This is an optimization exercise on Yosys and OpenROAD, whose aim is a short achievable clock period and few clock cycles per item, not a production implementation.
The RTL was checked by simulation tests, not by an equivalence proof against the original design.
The clock cells of this run come from the design's own scripts or RTL, not from TritonCTS.
The clock port is modelled as an ideal driver, which makes a skipped or thinned clock tree look cheaper than it is; a real chip needs a root buffer or a tree.
No activity file was given, so power comes from the tool's default toggle rates.

File: flow/design.v
module cadd #(
    parameter W  = 64,
    parameter CH = 16
) (
    input  wire         clk,
    input  wire [W-1:0] a,
    input  wire [W-1:0] b,
    input  wire         cin,
    output wire [W-1:0] s,
    output wire         cout
);
    localparam N = (W + CH - 1) / CH;
    wire [N:0] c;
    assign c[0] = cin;
    assign cout = c[N];
    genvar i;
    generate
        for (i = 0; i < N; i = i + 1) begin : g_chunk
            localparam LO = i * CH;
            localparam HI = ((i + 1) * CH > W) ? W - 1 : (i + 1) * CH - 1;
            localparam CW = HI - LO + 1;
            reg [CW-1:0] sum;
            reg          co;
            always @(posedge clk)
                {co, sum} <= {1'b0, a[HI:LO]} + {1'b0, b[HI:LO]} + {{CW{1'b0}}, c[i]};
            assign s[HI:LO] = sum;
            assign c[i+1]   = co;
        end
    endgenerate
endmodule
module div27 #(
    parameter W = 42
) (
    input  wire         clk,
    input  wire [W-1:0] x,
    output wire [W-1:0] q
);
    localparam N = W / 2;
    wire [4:0] r [0:N];
    assign r[0] = 5'd0;
    genvar i;
    generate
        for (i = 0; i < N; i = i + 1) begin : g_stage
            wire [6:0] t = {r[i], x[W-1-2*i -: 2]};
            wire       ge1 = t >= 7'd27;
            wire       ge2 = t >= 7'd54;
            wire       ge3 = t >= 7'd81;
            reg  [4:0] rr;
            reg  [1:0] qq;
            always @(posedge clk) begin
                qq <= ge3 ? 2'd3 : ge2 ? 2'd2 : ge1 ? 2'd1 : 2'd0;
                rr <= ge3 ? t - 7'd81 : ge2 ? t - 7'd54 : ge1 ? t - 7'd27 : t[4:0];
            end
            assign r[i+1] = rr;
            assign q[W-1-2*i -: 2] = qq;
        end
    endgenerate
endmodule
module ts_indexer (
    input  wire        clk,
    input  wire        rst,
    input  wire        start,
    input  wire        cfg_sync_abort,
    input  wire        cfg_keyframe_zero,
    input  wire [63:0] start_offset,
    input  wire        in_valid,
    output wire        in_ready,
    input  wire [7:0]  in_data,
    input  wire        in_last,
    output reg         rec_valid,
    input  wire        rec_ready,
    output reg  [63:0] rec_offset,
    output reg  [46:0] rec_pcr_ns,
    output reg  [63:0] rec_duration_ns,
    output reg         rec_keyframe,
    output wire        done,
    output reg  [3:0]  term,
    output reg  [7:0]  trunc_bytes,
    output reg  [63:0] offset,
    output reg  [31:0] pkt_count,
    output reg  [31:0] sync_faults,
    output reg  [63:0] fault_off,
    output reg  [31:0] malformed,
    output reg  [31:0] discont,
    output reg  [31:0] idx_count,
    output reg         pcr_seen,
    output reg  [46:0] pcr_base_ns,
    output reg  [46:0] pcr_prev_ns,
    output reg  [63:0] duration_ns,
    output reg  [28:0] last_delta_ns,
    output reg  [63:0] bitrate_bps
);
    localparam [3:0] TERM_NONE = 4'd0,
                     TERM_EOS  = 4'd1,
                     TERM_SYNC = 4'd6;
    localparam [7:0] EC_DIV = 8'd64;
    localparam [20:0] FIVE9 = 21'd1953125;    
    reg        done_q;
    reg        active;
    reg        rdy_q;
    reg        st1;             
    reg        rst_q;           
    reg        pend;            
    reg        pend_age;        
    reg        pend_kf;
    reg        sync_abort_l;
    reg        keyframe_zero_l;
    reg [63:0] start_off_l;
    assign done     = done_q;
    assign in_ready = rdy_q;
    wire start_h = start && done_q && !rec_valid;
    reg       v1;
    reg [7:0] d1;
    reg       l1;
    reg [7:0] ic;               
    wire fire = in_valid && rdy_q;
    reg [7:0]  bc;              
    reg        c187;            
    reg        sync_ok;
    reg        has_af;
    reg [7:0]  af_len;
    reg        fl_pcr, fl_rai;
    reg [47:0] pcr_field;
    reg [63:0] prev_off;
    reg [63:0] off_i;
    reg [31:0] pkt_i, sf_i, malf_i, disc_i, idx_i;
    reg [46:0] prev_ns_i;
    reg [63:0] dur_i;
    reg [28:0] ld_i;
    reg        seen_i;
    wire af_bad      = has_af && (af_len > 8'd183);
    wire af_ok       = has_af && !af_bad && (af_len != 8'd0);
    wire pcr_present = af_ok && fl_pcr && (af_len >= 8'd7);
    wire pcr_short   = af_ok && fl_pcr && (af_len < 8'd7);
    wire rai         = af_ok && fl_rai;
    reg dec_pcr, dec_malf, dec_rai;
    always @(posedge clk) begin
        dec_pcr  <= sync_ok && pcr_present;
        dec_malf <= sync_ok && (af_bad || pcr_short);
        dec_rai  <= rai;
    end
    wire hold   = c187 && dec_pcr && pend;
    wire proc   = v1 && !hold;
    wire commit = c187 && !hold;
    wire trunc  = v1 && !c187 && l1;
    wire [32:0] pcr_b = pcr_field[47:15];
    wire [8:0]  pcr_x = pcr_field[8:0];
    wire [41:0] t_a, t_c, ticks;
    wire [37:0] t_b;
    cadd #(.W(42)) u_ta (.clk(clk), .a({1'b0, pcr_b, 8'd0}), .b({4'd0, pcr_b, 5'd0}),
                         .cin(1'b0), .s(t_a), .cout());
    cadd #(.W(38)) u_tb (.clk(clk), .a({2'd0, pcr_b, 3'd0}), .b({3'd0, pcr_b, 2'd0}),
                         .cin(1'b0), .s(t_b), .cout());
    cadd #(.W(42)) u_tc (.clk(clk), .a({4'd0, t_b}), .b({33'd0, pcr_x}),
                         .cin(1'b0), .s(t_c), .cout());
    cadd #(.W(42)) u_tt (.clk(clk), .a(t_a), .b(t_c), .cin(1'b0), .s(ticks), .cout());
    wire [41:0] q27;
    div27 #(.W(42)) u_d27 (.clk(clk), .x(ticks), .q(q27));
    wire [46:0] m_a, m37, ns;
    cadd #(.W(47)) u_ma (.clk(clk), .a({ticks, 5'd0}), .b({3'd0, ticks, 2'd0}),
                         .cin(1'b0), .s(m_a), .cout());
    cadd #(.W(47)) u_mb (.clk(clk), .a(m_a), .b({5'd0, ticks}), .cin(1'b0), .s(m37), .cout());
    cadd #(.W(47)) u_ns (.clk(clk), .a(m37), .b({5'd0, q27}), .cin(1'b0), .s(ns), .cout());
    wire [47:0] delta;
    cadd #(.W(48)) u_dl (.clk(clk), .a({1'b0, ns}), .b(~{1'b0, prev_ns_i}), .cin(1'b1),
                         .s(delta), .cout());
    reg        d_ok, d_zero;
    reg [63:0] dur_add;
    always @(posedge clk) begin
        d_ok    <= !delta[47] && (delta[46:29] == 18'd0) && (delta[28:0] <= 29'd500_000_000);
        d_zero  <= (delta == 48'd0);
        dur_add <= !seen_i ? 64'd0 :
                   d_ok    ? {35'd0, delta[28:0]} : {35'd0, ld_i};
    end
    wire [63:0] dur_new;
    cadd #(.W(64)) u_du (.clk(clk), .a(dur_i), .b(dur_add), .cin(1'b0),
                         .s(dur_new), .cout());
    wire [63:0] off_next, bdist;
    cadd #(.W(64)) u_on (.clk(clk), .a(off_i), .b(64'd188), .cin(1'b0), .s(off_next), .cout());
    cadd #(.W(64)) u_di (.clk(clk), .a(off_i), .b(~prev_off), .cin(1'b1), .s(bdist), .cout());
    reg        go_m, go_e;
    reg [63:0] m_ds;
    reg [21:0] m_acc;
    reg [63:0] m_lo;
    reg [6:0]  m_cnt;
    wire [21:0] m_sum = m_acc + (m_ds[0] ? {1'b0, FIVE9} : 22'd0);
    reg [7:0]  ec;
    reg        dv_ld;
    reg [96:0] dv_n;
    reg [28:0] dv_r;
    reg [28:0] dv_d;
    reg [63:0] dv_q;
    reg [6:0]  dv_cnt;
    wire [29:0] dv_t   = {dv_r, dv_n[96]};
    wire [30:0] dv_dif = {1'b0, dv_t} - {2'b0, dv_d};
    wire        dv_fit = !dv_dif[30];
    always @(posedge clk) begin
        go_m <= fire && ic == 8'd6;
        go_e <= fire && ic == 8'd11;
        if (go_m) begin
            m_ds  <= bdist;
            m_acc <= 22'd0;
            m_cnt <= 7'd64;
        end else if (m_cnt != 7'd0) begin
            m_ds  <= {1'b0, m_ds[63:1]};
            m_acc <= {1'b0, m_sum[21:1]};
            m_lo  <= {m_sum[0], m_lo[63:1]};
            m_cnt <= m_cnt - 7'd1;
        end
        if (go_e)
            ec <= 8'd0;
        else if (ec != 8'hff)
            ec <= ec + 8'd1;
        dv_ld <= (ec == EC_DIV);
        if (dv_ld) begin
            dv_n   <= {m_acc[20:0], m_lo, 12'd0};
            dv_r   <= 29'd0;
            dv_d   <= delta[28:0];
            dv_cnt <= 7'd97;
        end else if (dv_cnt != 7'd0) begin
            dv_n   <= {dv_n[95:0], 1'b0};
            dv_r   <= dv_fit ? dv_dif[28:0] : dv_t[28:0];
            dv_q   <= {dv_q[62:0], dv_fit};
            dv_cnt <= dv_cnt - 7'd1;
        end
    end
    reg en_c, en_sf, en_malf, en_pcr, en_first, en_disc, en_ok, en_br;
    reg rec_ld, pend_ld;
    wire end_evt  = trunc || (commit && ((!sync_ok && sync_abort_l) || l1));
    wire active_d = start_h || (active && !end_evt);
    wire pend_d   = (en_pcr && !rec_ld) || (pend && !pend_ld);
    wire rv_d     = (rec_valid && !rec_ready) || rec_ld || pend_ld;
    wire c187_d   = (fire && ic == 8'd187) || hold;
    wire commit_d = c187_d && !(dec_pcr && pend_d);
    wire risk = (dec_pcr && pend) || (!sync_ok && sync_abort_l);
    always @(posedge clk) begin
        if (rst) begin
            done_q    <= 1'b1;
            active    <= 1'b0;
            rdy_q     <= 1'b0;
            st1       <= 1'b0;
            pend      <= 1'b0;
            pend_age  <= 1'b0;
            v1        <= 1'b0;
            c187      <= 1'b0;
            ic        <= 8'd0;
            bc        <= 8'd0;
            rec_valid <= 1'b0;
            en_c      <= 1'b0;
            en_sf     <= 1'b0;
            en_malf   <= 1'b0;
            en_pcr    <= 1'b0;
            en_first  <= 1'b0;
            en_disc   <= 1'b0;
            en_ok     <= 1'b0;
            en_br     <= 1'b0;
            rec_ld    <= 1'b0;
            pend_ld   <= 1'b0;
        end else begin
            st1       <= start_h;
            active    <= active_d;
            pend      <= pend_d;
            pend_age  <= pend;
            done_q    <= !active_d && !pend_d;
            rdy_q     <= active_d && !(fire && in_last) && !(fire && ic == 8'd187 && risk)
                         && !hold && !(v1 && l1);
            rec_valid <= rv_d;
            v1   <= fire || hold;
            c187 <= c187_d;
            if (!active_d)
                ic <= 8'd0;
            else if (fire)
                ic <= (ic == 8'd187) ? 8'd0 : ic + 8'd1;
            if (!active_d)
                bc <= 8'd0;
            else if (proc)
                bc <= c187 ? 8'd0 : bc + 8'd1;
            en_c     <= commit_d;
            en_sf    <= commit_d && !sync_ok;
            en_malf  <= commit_d && dec_malf;
            en_pcr   <= commit_d && dec_pcr;
            en_first <= commit_d && dec_pcr && !seen_i;
            en_disc  <= commit_d && dec_pcr && seen_i && !d_ok;
            en_ok    <= commit_d && dec_pcr && seen_i && d_ok;
            en_br    <= commit_d && dec_pcr && seen_i && d_ok && !d_zero;
            rec_ld   <= commit_d && dec_pcr && !rv_d;
            pend_ld  <= pend_d && pend && !rv_d;
        end
    end
    always @(posedge clk) begin
        if (rdy_q) begin
            d1 <= in_data;
            l1 <= in_last;
        end
        if (!active) begin
            sync_abort_l    <= cfg_sync_abort;
            keyframe_zero_l <= cfg_keyframe_zero;
            start_off_l     <= start_offset;
        end
        if (proc) begin
            case (bc)
            8'd0: sync_ok <= (d1 == 8'h47);
            8'd3: has_af  <= d1[5];
            8'd4: af_len  <= d1;
            8'd5: begin fl_pcr <= d1[4]; fl_rai <= d1[6]; end
            8'd6, 8'd7, 8'd8, 8'd9, 8'd10, 8'd11:
                  pcr_field <= {pcr_field[39:0], d1};
            default: ;
            endcase
        end
        if (rst_q) begin
            rec_offset      <= 64'd0;
            rec_pcr_ns      <= 47'd0;
            rec_duration_ns <= 64'd0;
            rec_keyframe    <= 1'b0;
        end else if (rec_ld) begin
            rec_offset      <= off_i;
            rec_pcr_ns      <= ns;
            rec_duration_ns <= dur_new;
            rec_keyframe    <= !keyframe_zero_l && dec_rai;
        end else if (pend_ld) begin
            rec_offset      <= prev_off;
            rec_pcr_ns      <= prev_ns_i;
            rec_duration_ns <= dur_i;
            rec_keyframe    <= pend_kf;
        end
        if (en_pcr)
            pend_kf <= !keyframe_zero_l && dec_rai;
        rst_q     <= rst;
        off_i     <= offset;
        pkt_i     <= pkt_count;
        sf_i      <= sync_faults;
        malf_i    <= malformed;
        disc_i    <= discont;
        idx_i     <= idx_count;
        prev_ns_i <= pcr_prev_ns;
        dur_i     <= duration_ns;
        ld_i      <= last_delta_ns;
        seen_i    <= pcr_seen;
    end
    always @(posedge clk) begin
        if (rst) begin
            term          <= TERM_NONE;
            trunc_bytes   <= 8'd0;
            offset        <= 64'd0;
            pkt_count     <= 32'd0;
            sync_faults   <= 32'd0;
            fault_off     <= 64'd0;
            malformed     <= 32'd0;
            discont       <= 32'd0;
            idx_count     <= 32'd0;
            pcr_seen      <= 1'b0;
            pcr_base_ns   <= 47'd0;
            pcr_prev_ns   <= 47'd0;
            prev_off      <= 64'd0;
            duration_ns   <= 64'd0;
            last_delta_ns <= 29'd0;
            bitrate_bps   <= 64'd0;
        end else if (st1) begin
            term          <= TERM_NONE;
            trunc_bytes   <= 8'd0;
            offset        <= start_off_l;
            pkt_count     <= 32'd0;
            sync_faults   <= 32'd0;
            fault_off     <= 64'd0;
            malformed     <= 32'd0;
            discont       <= 32'd0;
            idx_count     <= 32'd0;
            pcr_seen      <= 1'b0;
            pcr_base_ns   <= 47'd0;
            pcr_prev_ns   <= 47'd0;
            prev_off      <= 64'd0;
            duration_ns   <= 64'd0;
            last_delta_ns <= 29'd0;
            bitrate_bps   <= 64'd0;
        end else begin
            if (trunc) begin
                trunc_bytes <= bc + 8'd1;
                term        <= TERM_EOS;
            end
            if (en_c) begin
                if (!sync_ok && sync_abort_l)
                    term <= TERM_SYNC;
                else if (l1)
                    term <= TERM_EOS;
                offset    <= off_next;
                pkt_count <= pkt_i + 32'd1;
            end
            if (en_sf) begin
                sync_faults <= sf_i + 32'd1;
                fault_off   <= off_i;
            end
            if (en_malf)
                malformed <= malf_i + 32'd1;
            if (en_pcr) begin
                pcr_prev_ns <= ns;
                prev_off    <= off_i;
                idx_count   <= idx_i + 32'd1;
                duration_ns <= dur_new;
            end
            if (en_first) begin
                pcr_seen    <= 1'b1;
                pcr_base_ns <= ns;
            end
            if (en_disc)
                discont <= disc_i + 32'd1;
            if (en_ok)
                last_delta_ns <= delta[28:0];
            if (en_br)
                bitrate_bps <= dv_q;
        end
    end
endmodule
File: flow/flow/run.sh
#!/bin/bash
# Own layout flow: the standard synthesis and layout steps, with
#  - the port buffers made as buf_4 cells,
#  - timing repair aimed well below the clock period (the SDC and the clock
#    period are unchanged),
#  - a two-level clock tree built at the end of the CTS step (post_cts.tcl).
set -euo pipefail
HERE=$(pwd)
bash standard.sh synth > synth.log 2>&1
bash standard.sh \
  "BUFFER_PORTS_ARGS=-buffer_cell sky130_fd_sc_hd__buf_4" \
  SETUP_SLACK_MARGIN=9 \
  POST_CTS_TCL=$HERE/flow/post_cts.tcl \
  finish > layout.log 2>&1
File: flow/flow/mktree.tcl
# Build a two-level clock tree on net clk: the clock port feeds NROOT root
# buffers, each root feeds leaf buffers, each leaf feeds up to LEAFMAX sinks.
# Clusters come from recursive balanced bisection of the sink locations.
proc ctree_bisect {items maxn} {
  # items: list of {iterm x y}; returns list of clusters
  if {[llength $items] <= $maxn} { return [list $items] }
  set xs [lmap it $items {lindex $it 1}]
  set ys [lmap it $items {lindex $it 2}]
  set dx [expr {[tcl::mathfunc::max {*}$xs] - [tcl::mathfunc::min {*}$xs]}]
  set dy [expr {[tcl::mathfunc::max {*}$ys] - [tcl::mathfunc::min {*}$ys]}]
  set k [expr {$dx >= $dy ? 1 : 2}]
  set s [lsort -integer -index $k $items]
  # split so that both halves hold whole numbers of clusters
  set n [llength $s]
  set nc [expr {int(ceil(double($n) / $maxn))}]
  set h [expr {int(round(double($n) * ($nc / 2) / $nc))}]
  return [concat [ctree_bisect [lrange $s 0 [expr {$h - 1}]] $maxn] \
                 [ctree_bisect [lrange $s $h end] $maxn]]
}

proc ctree_centroid {items} {
  set sx 0; set sy 0
  foreach it $items { set sx [expr {$sx + [lindex $it 1]}]; set sy [expr {$sy + [lindex $it 2]}] }
  set n [llength $items]
  return [list [expr {int($sx / $n)}] [expr {int($sy / $n)}]]
}

proc ctree_build {clkname nroot leafmax bufname {leafname ""}} {
  if {$leafname eq ""} { set leafname $bufname }
  set block [ord::get_db_block]
  set db [ord::get_db]
  set master [$db findMaster $bufname]
  set lmaster [$db findMaster $leafname]
  set clk [$block findNet $clkname]
  set items {}
  foreach it [$clk getITerms] {
    set inst [$it getInst]
    set bb [$inst getBBox]
    lappend items [list $it [expr {([$bb xMin] + [$bb xMax]) / 2}] [expr {([$bb yMin] + [$bb yMax]) / 2}]]
  }
  puts "ctree: [llength $items] sinks"
  # roots: balanced groups
  set per [expr {int(ceil(double([llength $items]) / $nroot))}]
  set groups [ctree_bisect $items $per]
  set ri 0; set li 0
  foreach g $groups {
    set leaves [ctree_bisect $g $leafmax]
    set rnet [odb::dbNet_create $block "ctree_rnet_$ri"]
    $rnet setSigType CLOCK
    set lpos {}
    foreach cl $leaves {
      set c [ctree_centroid $cl]
      set lb [odb::dbInst_create $block $lmaster "ctree_leaf_$li"]
      $lb setLocation [lindex $c 0] [lindex $c 1]
      $lb setPlacementStatus PLACED
      set lnet [odb::dbNet_create $block "ctree_lnet_$li"]
      $lnet setSigType CLOCK
      foreach it $cl {
        set iterm [lindex $it 0]
        $iterm disconnect
        $iterm connect $lnet
      }
      [$lb findITerm X] connect $lnet
      [$lb findITerm A] connect $rnet
      lappend lpos [list $lb [lindex $c 0] [lindex $c 1]]
      incr li
    }
    set c [ctree_centroid $lpos]
    set rb [odb::dbInst_create $block $master "ctree_root_$ri"]
    $rb setLocation [lindex $c 0] [lindex $c 1]
    $rb setPlacementStatus PLACED
    [$rb findITerm X] connect $rnet
    [$rb findITerm A] connect $clk
    incr ri
  }
  puts "ctree: $ri roots, $li leaves"
}

# Remove the buffers (and dummy loads) of an existing tree under net clk and
# reconnect every register clock pin straight to clk.
proc ctree_rip {clkname} {
  set block [ord::get_db_block]
  set clk [$block findNet $clkname]
  set sinks {}
  set bufs {}
  set nets {}
  set todo [list $clk]
  while {[llength $todo]} {
    set net [lindex $todo 0]
    set todo [lrange $todo 1 end]
    foreach it [$net getITerms] {
      if {![$it isInputSignal] && [$it getIoType] ne "INPUT"} { continue }
      set inst [$it getInst]
      if {[[$inst getMaster] isSequential]} {
        lappend sinks $it
        continue
      }
      lappend bufs $inst
      foreach oit [$inst getITerms] {
        if {[$oit getIoType] ne "OUTPUT"} { continue }
        set on [$oit getNet]
        if {$on ne "NULL" && $on ne ""} { lappend todo $on; lappend nets $on }
      }
    }
  }
  foreach it $sinks { $it disconnect; $it connect $clk }
  foreach inst $bufs { odb::dbInst_destroy $inst }
  foreach net $nets { odb::dbNet_destroy $net }
  puts "ctree: ripped [llength $bufs] buffers, [llength $nets] nets, [llength $sinks] sinks"
}
File: flow/flow/post_cts.tcl
# Runs at the end of ORFS's CTS step (POST_CTS_TCL). Replaces TritonCTS's
# three-level clock tree with a two-level one: the clock port feeds four
# clkbuf_16 roots, each root feeds leaf clkbuf_16s, each leaf drives at most
# 26 register clock pins of one compact cluster. Then legalizes and repairs
# timing again, as the CTS step does.
source [file join [file dirname [info script]] mktree.tcl]
ctree_rip clk
ctree_build clk 4 26 sky130_fd_sc_hd__clkbuf_16
set_propagated_clock [all_clocks]
estimate_parasitics -placement
detailed_placement
estimate_parasitics -placement
report_clock_latency
repair_timing_helper
detailed_placement
check_placement -verbose
estimate_parasitics -placement
report_clock_latency
report_worst_slack -max
report_worst_slack -min
File: flow/standard.sh
#!/bin/bash
# synth_recipe.tcl (not shown) runs the flow's synth.tcl, then flattens the netlist and writes it again
# the make line also repeats each setting of config.mk as NAME=value (left out here)
make -C /OpenROAD-flow-scripts/flow DESIGN_CONFIG=/design/flow/config.mk WORK_HOME=/design/flow/orfs CLKGATE_MAP_FILE= SYNTH_SCRIPT=/design/flow/synth_recipe.tcl "${@:-finish}"
File: flow/config.mk
export PLATFORM = sky130hd
export DESIGN_NAME = ts_indexer
export DESIGN_NICKNAME = ts_indexer
export VERILOG_FILES = /design/flow/design.v
export SDC_FILE = /design/flow/constraint.sdc
export NUM_CORES = 4
export LEC_CHECK = 0
export ABC_CLOCK_PERIOD_IN_PS = 3000
export CAP_MARGIN = 20
export CORE_MARGIN = 2
export CORE_UTILIZATION = 55
export SETUP_SLACK_MARGIN = 5
export SLEW_MARGIN = 20
File: flow/constraint.sdc
create_clock -name core_clock -period 11.5 [get_ports {clk}]
set_input_delay 2.3000 -clock core_clock [delete_from_list [all_inputs] [get_ports {clk}]]
set_output_delay 2.3000 -clock core_clock [all_outputs]
set_load 0.01 [all_outputs]
==> results.yml <==
power:
  p_leak_uw: 0.0509
  peakVddDrop_mv: 0.170
  powerDensity_nw_per_um2: 107
  p_total_uw: 14000
route:
  wl_per_cell_um: 22.3
  via_per_inst: 5.60
  totalWireLength_mm: 299
  drtIter0Drc: 4580
  firstDrtPassIters: 6
  drcViolationCount: 0
  drtAntennaViolNets: 0
  vias: 75100
placement:
  gp_congestion: 0.876
  portBuffers: 810
  post_dp_cell_area_um2: 108000
  dp_hpwl_mm: 188
run_status:
  status: "finished clean"
grt:
  gr-usage-all-layers_pct: 30.9
  grt_max_degree: 109
  grt_pass1_wl_mm: 441
  grt_antenna_before_repair: 7
  grt_overflow: 0
  grt_pass1_vias: 72900
timing:
  hold_slack_ns: 0.328
  hold_viol_final: 0
  setup_viol: 0
  max_slew_margin_pct: 24.4
  rsz0062_at_grt: "yes"
  min_period_ns: 3.50
  finalMaxSlewViolations: 0
  fmax_ghz: 0.285
  timing.final.crit_share_pct: 30.5
  worstMarginPinSlew_ns: 1.13
  skew_ns: 0.0489
  fin_setup_tns_ns: 0
finish:
  area_growth_syn_to_layout_pct: 32.4
  final_area_um2: 131000
  multiInputGateArea_um2: 48900
  num-fill-cells: 12300
  fin_util_pct: 73.3
  layout-drive-gt1-share_pct: 36.8
  final_nets: 11700
  seq_area_um2: 54400
worst_setup_path:
  cp_num_buf_inv: 1
  crit_slowest_cell: "dfxtp_4"
  cp.arrival_ns: 1.20
  critPathCaptureType: "output port"
  critPathRequiredTime_ns: 9.20
  critical_path_class: "reg -> out"
  worstPathMaxFanout: 2
  cp_slowest_stage_delay_ns: 0.46
  crit_family: "flip-flops"
  crit_chain: "buf_6"
  critPathLaunchType: "flop"
synth:
  yosys-top-cells-area: "dfxtp_1 40%, edfxtp_1 13%, ha_1 7.1%"
  synth_top_cell_by_area: "dfxtp_1"
  ys_seq_area_share_pct: 53.7
  netlist_instances: 9368
  synth_seq_cells: 2432
  syn_area_um2: 98900
  ys.flop_type: "dfxtp_1"
  syn-num-nets: 10100
  yosysWarningCount: 7
  synth.avg_cell_area_um2: 10.6
  async_flop_share_pct: 0
  synth_top_cell_area_share_pct: 40.3
  synth_edf_count: 442
  ys_types: 78
die:
  fp-row-count: 155
  coreArea_um2: 179000
  start_util_pct: 55.4
  die_w_um: 428
  chipHeight_um: 428
  dieArea_um2: 183000
  ios: 811
clock_network:
  clk_latency_ns: 0.64
  clock-sinks: 2432
  cts.reportedPaths.clkPinSlew_ns: 0.11
flow_run:
  max_cap_violations: 0
hold_path:
  hp-class: "reg -> reg"
-- Yosys cell counts, types with 22 or more instances --
cell type	n
a211o_1	22
a211oi_1	213
a21o_1	77
a21oi_1	561
a311oi_1	22
a31oi_1	64
and2_1	32
and3_1	90
buf_1	48
clkbuf_1	270
dfxtp_1	1990
edfxtp_1	442
fa_1	46
ha_1	558
inv_1	469
mux2_2	148
mux2i_1	667
nand2_1	428
nand2b_1	31
nand3_1	209
nand4_1	66
nor2_1	1343
nor2b_1	133
nor3_1	90
nor4_1	30
o211ai_1	23
o21a_1	48
o21ai_0	166
o21ai_1	75
o21bai_1	42
o221ai_1	34
or2_2	36
or3_1	39
xnor2_1	407
xor2_1	234
-- registers in the layout, indices dropped and copies added (netlist names), 48 cells and up --
register	flops
bitrate_bps	64
dur_i	64
duration_ns	64
dv_n	85
dv_q	64
fault_off	64
m_ds	64
m_lo	64
off_i	64
offset	64
pcr_field	48
prev_off	64
rec_duration_ns	64
rec_offset	64
start_off_l	64
u_d27.g_stage.rr	96
u_di.g_chunk.sum	64
u_dl.g_chunk.sum	48
u_du.g_chunk.sum	64
u_on.g_chunk.sum	64
-- final cells by class --
class / instances / area share, %
diodes: 6 / 0.0115
flip-flops and latches: 2432 / 41.5
plain buffers: 100 / 1.91
repair inverters: 1 / 0.00573
well taps: 2355 / 2.25
inverters: 472 / 1.39
multi-input cells: 6152 / 37.3
repair buffers: 1893 / 15.6
-- worst register-to-register path: stages (launching register included) --
cell and delay, ns:
edfxtp_1 0.39, inv_2 0.08, ha_4 0.21, a21o_1 0.18
a21o_1 0.19, a21oi_2 0.18, o21ai_1 0.10, or3b_4 0.39
a21oi_4 0.17, o21bai_4 0.11, o41ai_4 0.29, buf_6 0.20
buf_12 0.16, mux2_4 0.31, o311ai_1 0.06
-- power by group --
group | switching [µW] | leakage, µW | internal [µW]
clock network | 2520 | 0.00123 | 1540
logic | 519 | 0.0291 | 519
registers | 91.0 | 0.0206 | 8790
-- metal layers --
layer / track usage, % / wire [µm] / vias up
li1: - / - / 35700
met2: 50.6 / 140000 / 1848
met4: 17.8 / 20600 / 0
met5: 0 / 0 / -
met1: 39.5 / 125000 / 37000
met3: 3.58 / 13400 / 584
-- placed cells by master, fill, tap and decap left out, types with 46 or more instances in the layout --
master / Yosys / final
nand4_1: 66 / 66
o21a_1: 48 / 46
o21ai_0: 166 / 133
and3_1: 90 / 86
a21o_1: 77 / 77
a21oi_2: 2 / 98
clkbuf_16: 0 / 100
mux2_2: 148 / 147
nor2b_1: 133 / 110
nor2_1: 1343 / 926
ha_1: 558 / 526
buf_16: 0 / 106
buf_6: 3 / 831
buf_4: 0 / 869
mux2i_1: 667 / 665
a211oi_2: 0 / 148
o21ai_2: 0 / 63
dfxtp_4: 0 / 90
dfxtp_2: 0 / 744
buf_12: 0 / 55
xnor2_1: 407 / 394
nor3_1: 90 / 86
nand2_1: 428 / 418
edfxtp_1: 442 / 442
nor2_4: 0 / 349
nor2_2: 0 / 68
a21oi_1: 561 / 454
xor2_1: 234 / 232
nand3_1: 209 / 205
a211oi_1: 213 / 62
dfxtp_1: 1990 / 1156
inv_1: 469 / 426
-- metrics by stage --
stage / worst slack (ns) / instances
after global routing: 7.98 / 13400
after detailed placement: 6.12 / 12300
final: 8.00 / 13400
after floorplan: 8.11 / 9368
after global placement: 6.14 / 12300
-- cell families after synthesis --
| family | synth area share, % |
|---|---|
| AND/OR/NAND/NOR | 11.5 |
| flip-flops | 53.7 |
| AO/OA/AOI/OAI | 9.68 |
| multiplexers | 8.45 |
| buffers and inverters | 3.04 |
| XOR/XNOR | 5.68 |
| adder cells (fa/ha/maj) | 7.99 |
-- path summary, 6_finish.rpt --
kind	slack (ns)	from	end	cells after the start
max	8.00	fault_off[61]	fault_off[61]	1
min	0.33	u_d27.g_stage[0].rr[0]	u_d27.g_stage[1].rr[2]	0
max reg2reg	8.38	dv_d[19]	dv_r[25]	14
min reg2reg	0.33	u_d27.g_stage[0].rr[0]	u_d27.g_stage[1].rr[2]	0
Testbench counts, summed over its fixed seeds: cycles 886,468, packets 4,698.

## separate check: timing with driven ports
Ports are ideal in the flow. The routed layout listed here was re-timed in OpenROAD. Step 1 sets driving cells, clkbuf_16 on the clock port and buf_2 on the other inputs (assumed; they add their load-dependent delay and slew). Step 2 moves the port delays by t, midway between the first and last clock arrival at a register: inputs arrive t later, outputs are due t later. That takes back most of the time a late clock gives input paths. Three values: no drivers, after step 1, after step 2; two values: the first two.
t, ns: 0.809
setup slack, ns: 7.996 / 7.802 / 7.664
hold WS [ns]: 0.328 / 0.328 / 0.328
worst setup path at the end: input to register
After both steps setup and hold are still met in this run. The setup slack of this run moves by -0.194 ns with the drivers and by -0.332 ns with both steps.
